What follows belongs to an exercise in optimizing a design on an open flow for small area and a short achievable clock period; a production flow would make more cautious choices. In this exercise RTL edits were held to simulation tests only and were not proved equivalent to the original. Power is estimated from default activity; no workload was simulated.

File: design/flow/design.v
module arch_core (
    input  wire        clk,
    input  wire        rst,
    output wire [31:0] ps_index,
    input  wire [47:0] ps_rdata,
    input  wire [31:0] prog_len,
    input  wire        cfg_release,    
    input  wire        cfg_unimpl,     
    output reg  [1:0]  status,
    output reg  [2:0]  fault_code,
    output reg  [31:0] fault_pc,
    output reg  [32:0] fault_info,
    output reg  [31:0] clock,
    output reg  [31:0] retired,
    output reg  [31:0] pc,
    output wire [15:0] valid,
    input  wire [3:0]  rf_oaddr,
    output wire [31:0] rf_odata,
    input  wire [11:0] dm_oaddr,
    output wire [31:0] dm_odata
);
    localparam [31:0] PC_BASE = 32'd4000;
    localparam [31:0] PC_STEP = 32'd4;
    localparam        DM_SIZE = 32;
    localparam [1:0] ST_RUN = 2'd0, ST_DONE = 2'd1, ST_FAULT = 2'd2;
    localparam [2:0] F_BOUNDS = 3'd1, F_UNIMPL = 3'd2, F_SBINV = 3'd3, F_MALFORMED = 3'd4;
    localparam [3:0] OP_MOVC = 4'h0, OP_ADD = 4'h1, OP_SUB = 4'h2, OP_MUL = 4'h3,
                     OP_AND = 4'h4, OP_OR = 4'h5, OP_XOR = 4'h6, OP_LOAD = 4'h7,
                     OP_STORE = 4'h8;
    localparam LW = 212;
    localparam OCC = 211;
    localparam PC_H = 210, PC_L = 179;
    localparam OP_H = 178, OP_L = 175;
    localparam RD_H = 174, RD_L = 171;
    localparam R1_H = 170, R1_L = 167;
    localparam R2_H = 166, R2_L = 163;
    localparam IM_H = 162, IM_L = 131;
    localparam A_H  = 130, A_L  = 99;
    localparam B_H  = 98,  B_L  = 67;
    localparam RS_H = 66,  RS_L = 35;
    localparam EA_H = 34,  EA_L = 2;
    localparam BUSY = 1;
    localparam STALLED = 0;
    function writes_f(input [3:0] op);
        writes_f = (op <= OP_LOAD);
    endfunction
    function reads1_f(input [3:0] op);
        reads1_f = (op >= OP_ADD) && (op <= OP_STORE);
    endfunction
    function reads2_f(input [3:0] op);
        reads2_f = ((op >= OP_ADD) && (op <= OP_XOR)) || (op == OP_STORE);
    endfunction
    reg [LW-1:0] lf, ld, le, lm, lw;
    reg [15:0]   sb;                       
    reg [32*16-1:0]      rf;
    reg [32*DM_SIZE-1:0] dm;
    assign valid    = sb;
    assign ps_index = (pc - PC_BASE) >> 2;
    assign rf_odata = rf[rf_oaddr*32 +: 32];
    assign dm_odata = (dm_oaddr < DM_SIZE) ? dm[dm_oaddr[4:0]*32 +: 32] : 32'd0;
    reg          running;
    reg          w_act, wb_fault, rf_we;
    reg [3:0]    rf_wa;
    reg [31:0]   rf_wd;
    reg [15:0]   sb_wb;
    reg          m_act, mem_fault, m_inb, dm_we;
    reg [4:0]    dm_wa;
    reg [31:0]   dm_wd;
    reg [LW-1:0] m_cur, n_lw;
    reg          e_act, ex_fault;
    reg [LW-1:0] e_cur, n_lm;
    reg          f_stalled, d_stalled;
    reg [15:0]   sb_ex;
    reg [31:0]   product;
    reg          strct, de_fault, hz;
    reg [LW-1:0] d_cur, n_le;
    reg [15:0]   sb_de;
    reg [2:0]    de_code;
    reg [31:0]   rs1_val, rs2_val;
    reg [LW-1:0] f_cur, n_ld;
    reg [31:0]   k, n_pc;
    reg          any_fault;
    reg [2:0]    n_fcode;
    reg [31:0]   n_fpc;
    reg [32:0]   n_finfo;
    reg [31:0]   n_retired;
    always @* begin
        running = (status == ST_RUN);
        w_act    = lw[OCC] & ~lw[BUSY] & ~lw[STALLED];
        wb_fault = 1'b0;
        rf_we    = 1'b0;
        rf_wa    = lw[RD_H:RD_L];
        rf_wd    = lw[RS_H:RS_L];
        sb_wb    = sb;
        n_retired = retired;
        if (w_act) begin
            if (writes_f(lw[OP_H:OP_L])) begin
                if (cfg_release) begin
                    if (sb_wb[lw[RD_H:RD_L]]) wb_fault = 1'b1;
                    sb_wb[lw[RD_H:RD_L]] = 1'b1;
                end
                rf_we = 1'b1;
            end
            n_retired = retired + 32'd1;
        end
        m_act     = lm[OCC] & ~lm[BUSY] & ~lm[STALLED];
        mem_fault = 1'b0;
        m_inb     = ~lm[EA_H] && (lm[EA_H:EA_L] < DM_SIZE);
        dm_we     = 1'b0;
        dm_wa     = lm[EA_L+4:EA_L];
        dm_wd     = lm[A_H:A_L];
        m_cur     = lm;
        if (m_act) begin
            if (lm[OP_H:OP_L] == OP_LOAD) begin
                if (!m_inb) mem_fault = 1'b1;
                else m_cur[RS_H:RS_L] = dm[lm[EA_L+4:EA_L]*32 +: 32];
            end else if (lm[OP_H:OP_L] == OP_STORE) begin
                if (!m_inb) mem_fault = 1'b1;
                else dm_we = 1'b1;
            end
        end
        n_lw = m_cur;
        e_act     = le[OCC] & ~le[STALLED];
        ex_fault  = 1'b0;
        e_cur     = le;
        f_stalled = lf[STALLED];
        d_stalled = ld[STALLED];
        sb_ex     = sb_wb;
        product   = le[A_H:A_L] * le[B_H:B_L];
        if (e_act) begin
            if (le[OP_H:OP_L] == OP_MUL && !le[BUSY]) begin
                e_cur[BUSY] = 1'b1;
                f_stalled   = 1'b1;
                d_stalled   = 1'b1;
            end else begin
                if (le[OP_H:OP_L] == OP_MUL) begin
                    e_cur[BUSY] = 1'b0;
                    f_stalled   = 1'b0;
                    d_stalled   = 1'b0;
                end
                if (writes_f(le[OP_H:OP_L]) && !cfg_release) begin
                    if (sb_ex[le[RD_H:RD_L]]) ex_fault = 1'b1;
                    sb_ex[le[RD_H:RD_L]] = 1'b1;
                end
                case (le[OP_H:OP_L])
                    OP_MOVC:  e_cur[RS_H:RS_L] = le[IM_H:IM_L];
                    OP_ADD:   e_cur[RS_H:RS_L] = le[A_H:A_L] + le[B_H:B_L];
                    OP_SUB:   e_cur[RS_H:RS_L] = le[A_H:A_L] - le[B_H:B_L];
                    OP_MUL:   e_cur[RS_H:RS_L] = product;
                    OP_AND:   e_cur[RS_H:RS_L] = le[A_H:A_L] & le[B_H:B_L];
                    OP_OR:    e_cur[RS_H:RS_L] = le[A_H:A_L] | le[B_H:B_L];
                    OP_XOR:   e_cur[RS_H:RS_L] = le[A_H:A_L] ^ le[B_H:B_L];
                    OP_LOAD:  e_cur[EA_H:EA_L] = {le[A_H], le[A_H:A_L]} + {le[IM_H], le[IM_H:IM_L]};
                    OP_STORE: e_cur[EA_H:EA_L] = {le[B_H], le[B_H:B_L]} + {le[IM_H], le[IM_H:IM_L]};
                    default: ;
                endcase
            end
        end
        n_lm = e_cur;
        strct    = e_cur[OCC] && e_cur[OP_H:OP_L] == OP_MUL && e_cur[BUSY] && !e_cur[STALLED];
        de_fault = 1'b0;
        de_code  = 3'd0;
        hz       = 1'b0;
        d_cur    = ld;
        d_cur[STALLED] = d_stalled;
        sb_de    = sb_ex;
        n_le     = e_cur;
        rs1_val  = (rf_we && rf_wa == ld[R1_H:R1_L]) ? rf_wd : rf[ld[R1_H:R1_L]*32 +: 32];
        rs2_val  = (rf_we && rf_wa == ld[R2_H:R2_L]) ? rf_wd : rf[ld[R2_H:R2_L]*32 +: 32];
        if (strct) begin
            d_cur[STALLED] = 1'b1;
        end else if (!d_cur[OCC]) begin
            d_cur[STALLED] = 1'b0;
            n_le = d_cur;
        end else begin
            if (ld[OP_H:OP_L] >= 4'hD) begin
                de_fault = 1'b1;
                de_code  = F_MALFORMED;
            end else if (ld[OP_H:OP_L] >= 4'h9 && !cfg_unimpl) begin
                de_fault = 1'b1;
                de_code  = F_UNIMPL;
            end
            hz = (reads1_f(ld[OP_H:OP_L]) && !sb_ex[ld[R1_H:R1_L]])
              || (reads2_f(ld[OP_H:OP_L]) && !sb_ex[ld[R2_H:R2_L]])
              || (cfg_release && writes_f(ld[OP_H:OP_L]) && !sb_ex[ld[RD_H:RD_L]]);
            d_cur[STALLED] = hz;
            if (!hz) begin
                if (reads1_f(ld[OP_H:OP_L])) d_cur[A_H:A_L] = rs1_val;
                if (reads2_f(ld[OP_H:OP_L])) d_cur[B_H:B_L] = rs2_val;
                if (writes_f(ld[OP_H:OP_L])) sb_de[ld[RD_H:RD_L]] = 1'b0;
            end
            n_le = d_cur;
        end
        k     = (pc - PC_BASE) >> 2;
        f_cur = lf;
        f_cur[STALLED] = f_stalled;
        n_ld  = d_cur;
        n_pc  = pc;
        if (!f_cur[BUSY] && !f_cur[STALLED]) begin
            f_cur = {LW{1'b0}};
            f_cur[PC_H:PC_L] = pc;
            if (k < prog_len) begin
                f_cur[OCC]       = 1'b1;
                f_cur[OP_H:OP_L] = ps_rdata[47:44];
                f_cur[RD_H:RD_L] = ps_rdata[43:40];
                f_cur[R1_H:R1_L] = ps_rdata[39:36];
                f_cur[R2_H:R2_L] = ps_rdata[35:32];
                f_cur[IM_H:IM_L] = ps_rdata[31:0];
            end
            if (!d_cur[STALLED]) begin
                if (k < prog_len) n_pc = pc + PC_STEP;
                n_ld = f_cur;
            end
        end
        any_fault = wb_fault | mem_fault | ex_fault | de_fault;
        n_fcode   = 3'd0;
        n_fpc     = 32'd0;
        n_finfo   = 33'd0;
        if (wb_fault) begin
            n_fcode = F_SBINV;
            n_fpc   = lw[PC_H:PC_L];
            n_finfo = {29'd0, lw[RD_H:RD_L]};
        end else if (mem_fault) begin
            n_fcode = F_BOUNDS;
            n_fpc   = lm[PC_H:PC_L];
            n_finfo = lm[EA_H:EA_L];
        end else if (ex_fault) begin
            n_fcode = F_SBINV;
            n_fpc   = le[PC_H:PC_L];
            n_finfo = {29'd0, le[RD_H:RD_L]};
        end else if (de_fault) begin
            n_fcode = de_code;
            n_fpc   = ld[PC_H:PC_L];
            n_finfo = {29'd0, ld[OP_H:OP_L]};
        end
    end
    always @(posedge clk) begin
        if (rst) begin
            lf <= {LW{1'b0}};
            ld <= {LW{1'b0}};
            le <= {LW{1'b0}};
            lm <= {LW{1'b0}};
            lw <= {LW{1'b0}};
            sb <= 16'hFFFF;
            pc <= PC_BASE;
            clock <= 32'd0;
            retired <= 32'd0;
            status <= (prog_len != 32'd0) ? ST_RUN : ST_DONE;
            fault_code <= 3'd0;
            fault_pc <= 32'd0;
            fault_info <= 33'd0;
        end else if (running) begin
            clock <= clock + 32'd1;
            if (any_fault) begin
                status     <= ST_FAULT;
                fault_code <= n_fcode;
                fault_pc   <= n_fpc;
                fault_info <= n_finfo;
                if (!wb_fault) retired <= n_retired;
                if (mem_fault || ex_fault) sb <= sb_wb;
                else if (!wb_fault) sb <= sb_ex;
            end else begin
                lf <= f_cur;
                ld <= n_ld;
                le <= n_le;
                lm <= n_lm;
                lw <= n_lw;
                sb <= sb_de;
                pc <= n_pc;
                retired <= n_retired;
                if (n_retired == prog_len) status <= ST_DONE;
            end
        end
    end
    always @(posedge clk) begin
        if (rst)
            rf <= {32*16{1'b0}};
        else if (running && rf_we && !wb_fault)
            rf[rf_wa*32 +: 32] <= rf_wd;
    end
    always @(posedge clk) begin
        if (rst)
            dm <= {32*DM_SIZE{1'b0}};
        else if (running && dm_we && !wb_fault)
            dm[dm_wa*32 +: 32] <= dm_wd;
    end
endmodule
File: design/flow/run.sh
#!/bin/bash
# synth_recipe.tcl (not shown) runs the flow's synth.tcl, then flattens the netlist and writes it again
# the make line also repeats each setting of config.mk as NAME=value (left out here)
make -C /OpenROAD-flow-scripts/flow DESIGN_CONFIG=/design/flow/config.mk WORK_HOME=/design/flow/orfs CLKGATE_MAP_FILE= SYNTH_SCRIPT=/design/flow/synth_recipe.tcl finish
File: design/flow/config.mk
export PLATFORM = sky130hd
export DESIGN_NAME = arch_core
export DESIGN_NICKNAME = arch_core
export VERILOG_FILES = /design/flow/design.v
export SDC_FILE = /design/flow/constraint.sdc
export NUM_CORES = 4
export LEC_CHECK = 0
export CAP_MARGIN = 20
export CORE_MARGIN = 2
export CORE_UTILIZATION = 35
export SLEW_MARGIN = 20
File: design/flow/constraint.sdc
create_clock -name core_clock -period 10.0 [get_ports {clk}]
set_input_delay 2.0000 -clock core_clock [delete_from_list [all_inputs] [get_ports {clk}]]
set_output_delay 2.0000 -clock core_clock [all_outputs]
set_load 0.01 [all_outputs]
==> key figures <==
Drt
  – Post-route DRC: 0
  – Total via count after detailed routing: 113233
  – Number of vias per cell after detailed routing: 5.97
  – Final antenna-violating net count: 0
  – Number of DRC markers after the initial detailed-route iteration: 14166
  – Iteration count of the initial detailed-routing pass: 6
  – Wire length reported by the detailed router: 525000 um
  – WL per Instance: 27.7 um

Job
  – Number of violations of the max-capacitance limit: 0

Timing
  – Slew HR: 10.9%
  – Clock Skew: 68.1 ps
  – Transition time at the pin with the least slew margin: 1300 ps
  – Final min period: 8670 ps
  – Maximum frequency from static timing analysis: 115 MHz
  – Number of hold violations in the final report: 0
  – Final setup viols: 0
  – Share of the cycle needed by the critical path after routing: 86.7%
  – Number of slew-limit violations in the final report: 0
  – Setup TNS Final: 0 ps
  – Unrepaired setup endpoints after global routing: no

Die
  – Core Area: 383000 um^2
  – Starting density of the core: 35.2%
  – Die X: 625 um
  – Die area: 390000 um^2
  – I/O Pins: 378
  – Die height: 625 um
  – Std-Cell Rows: 227

Synthesis
  – Number of synthesized flops with an enable pin: 2
  – Total number of yosys warnings: 1
  – Syn Area/Cell: 9.52 um^2
  – Leading register cell type out of synthesis: dfxtp_1
  – Synthesized flop and latch total: 2268
  – Cell area after technology mapping: 135000 um^2
  – Part of the Yosys area used for sequential elements: 33.7%
  – Distinct cell type count of the synthesized netlist: 94
  – Async S/R FF share, synth: 0%
  – Instance count of the mapped netlist: 14153

Final layout
  – Layout-stage area growth over the synthesis result: 12.3%
  – Most frequent cells in the layout: 2245 x dfxtp_1, 2236 x nand2_1, 1742 x nor2_1, 1189 x a21oi_1, 1134 x mux4_2
  – Share of cells above drive strength 1: 15.0%
  – Layout filler cell count: 37665
  – Share of the core filled with cells in the final layout: 39.5%
  – Final standard cell area without fillers: 151000 um^2
  – Number of nets at the end of the flow: 14521
  – Most common cell after layout, fill and taps aside: dfxtp_1
  – Register area: 45500 um^2
  – Combined area of the multi-input logic cells: 82600 um^2

Global route
  – Maximum number of pins on one net before global-route repair: 220
  – Total grt overflow: 0
  – Initial antenna violation count: 18
  – First-pass GRT wire length: 758000 um
  – Overall fraction of global-route tracks in use: 26.0%
  – Number of global-route vias before repair: 106834

Place
  – IO Port Bufs: 371
  – HPWL Detailed: 337000 um
  – RD Place Congestion: 0.996
  – Post-place instance area: 143000 um^2

Setup path
  – Critical path required time: 10790 ps
  – Nature of the critical path startpoint: flop
  – Crit path top cell by count: fa_1
  – Worst setup path class: reg2reg
  – Crit path largest cell delay: 640 ps
  – Arrival time at the worst endpoint: 9460 ps
  – Crit path capture type: flop
  – Highest net fanout along the worst path: 18
  – Slowest cell on the critical path: dfxtp_1

Clock tree
  – Count of clock tree sinks: 2268
  – Clock root cell: clkbuf_16
  – Clock-pin slew on the worst setup and hold paths: 60 ps
  – Post-cts repair resize count: 0
  – CTS Hold Buffers Added: 0
  – Number of clock buffers inserted by TritonCTS: 263
  – H-tree depth: 5
  – Clk buf depth: 4
  – Clock tree from TritonCTS: yes
  – # Post-CTS Setup Buffers: 0
  – Insertion delay to the later sink of the worst-skew pair: 930 ps

Hold path
  – Class of the tightest hold or removal check: reg2reg

Power and ir drop
  – Power density over the cells: 134 nW/um^2
  – Static leakage: 0.0520 uW
  – Maximum ir drop on the vdd rail: 0.000140 V

Status
  – Result of the run: no timing/DRC/antenna violations
-- where the power goes --
part,total (uW),switching [uW],leakage [uW],internal [uW]
registers,9190,108,0.0183,9080
clock network,9860,4170,0.00428,5680
logic,1200,809,0.0294,393
total,20200,5090,0.0520,15200
-- critical path, delay by kind of cell (launching register included) --
family                   cells  cell delay, ps
AO/OA/AOI/OAI                7            1610
XOR/XNOR                     1             150
adder cells (fa/ha/maj)      9            4280
buffers and inverters        5             800
flip-flops                   1             640
AND/OR/NAND/NOR              4            1030
-- state kept, by name (all words and copies together) (netlist names) --
name / count
lm: 138
lw: 70
le: 202
sb: 16
retired: 32
pc: 30
fault_info: 33
dm: 1024
status: 2
lf: 1
clock: 32
fault_code: 3
fault_pc: 30
ld: 143
rf: 512
-- synth_stat cells (all sizes together), types with 17 or more instances --
cell    instances  area [um^2]
dfxtp        2266        45400
nand2        2254         8460
nor2         1781         6690
a21oi        1190         5960
mux4         1134        25500
clkbuf       1114         4190
mux2i         683         6840
inv           511         1920
fa            410         8210
ha            301         3770
buf           276         1220
o21ai         242         1210
a32oi         232         2030
xnor2         196         1720
a22oi         170         1280
xor2          132         1170
nand3         130          656
a211oi        129          968
or3            96          601
a22o           94          823
nor3           84          425
mux2           68          766
nand4          53          332
a21o           51          383
and2           46          288
a221oi         45          400
nor4           44          300
and3           38          238
nand2b         35          219
o211ai         32          240
a31oi          30          188
o21a           20          150
a311oi         19          166
and4           18          158
nor2b          18          113
o41ai          17          149
-- layer usage --
layer	global-route usage, %	part of all wire (%)	vias to the layer above
met5	0	0.016	-
met4	12.8	5.6	14
met3	5.74	10	1251
met2	39.4	44	6244
met1	35.0	40	56726
li1	-	-	48998
-- cell type report --
class,count,share of cell area (%)
Antenna cell,8,0.0132
Clock buffer,375,5.08
Clock inverter,87,0.649
Inverter,523,1.30
Multi-Input combinational cell,9977,54.5
Sequential cell,2268,30.0
Tap cell,5038,4.16
Timing Repair Buffer,677,4.21
-- through the flow --
step	total power (uW)	worst slack [ps]	std cells	hold WS, ps
CTS	20300	1410	18945	451
finish	20200	1330	18953	450
global placement	10600	1610	18480	436
detailed placement	10600	1540	18483	443
global route	20800	1030	18946	465
floorplan	10100	2580	14158	427
-- worst paths after layout --
check / start / cells after the start / slack [ps] / to
worst max-delay path: le[70]$_SDFFE_PP0P_ / 26 / 1330 / le[64]$_SDFFE_PP0P_
worst min-delay path: le[44]$_SDFFE_PP0P_ / 2 / 450 / le[44]$_SDFFE_PP0P_
worst max register to register: le[70]$_SDFFE_PP0P_ / 26 / 1330 / le[64]$_SDFFE_PP0P_
worst min register to register: le[44]$_SDFFE_PP0P_ / 2 / 450 / le[44]$_SDFFE_PP0P_
-- cells by family (layout without fill, tap and decap cells) --
family / after synthesis / in the layout / share of synthesized area, %
compound gates: 2375 / 2375 / 11.0
xor+xnor: 329 / 329 / 2.17
fa+ha+maj: 711 / 711 / 8.88
buf+inv: 1913 / 1662 / 5.47
flops: 2268 / 2268 / 33.7
mux: 1885 / 1885 / 24.6
other cells: 1 / 14 / 0.00278
simple gates: 4671 / 4671 / 14.2

==> port drivers added, routing unchanged <==
In the flow no input, the clock included, has a driving cell. The finished layout below was timed again as built, in two steps. Step 1 (the two cells are an assumption about what drives the block):
set clk [get_ports {clk}]
set_driving_cell -lib_cell sky130_fd_sc_hd__clkbuf_16 $clk
set_driving_cell -lib_cell sky130_fd_sc_hd__buf_2 [delete_from_list [all_inputs] $clk]
Step 2, shift: input delay + t, output delay - t, t = (earliest + latest rising clock arrival at the registers) / 2. This alone moves slack from input paths to output paths. Slacks: no drivers / after step 1 / after step 2; pairs: no drivers / after step 1.
t, ns: 1.000
setup slack, ns: 1.335 / 1.335 / 1.335
hold slack, ns: 0.450 / 0.450 / 0.450
clock arrival spread, ns: 0.080 / 0.080
cell pins on the clock port's net: 1
After both steps this run still meets setup and hold. For this run, drivers alone change the setup slack by 0.000 ns; drivers and shift together by 0.000 ns.
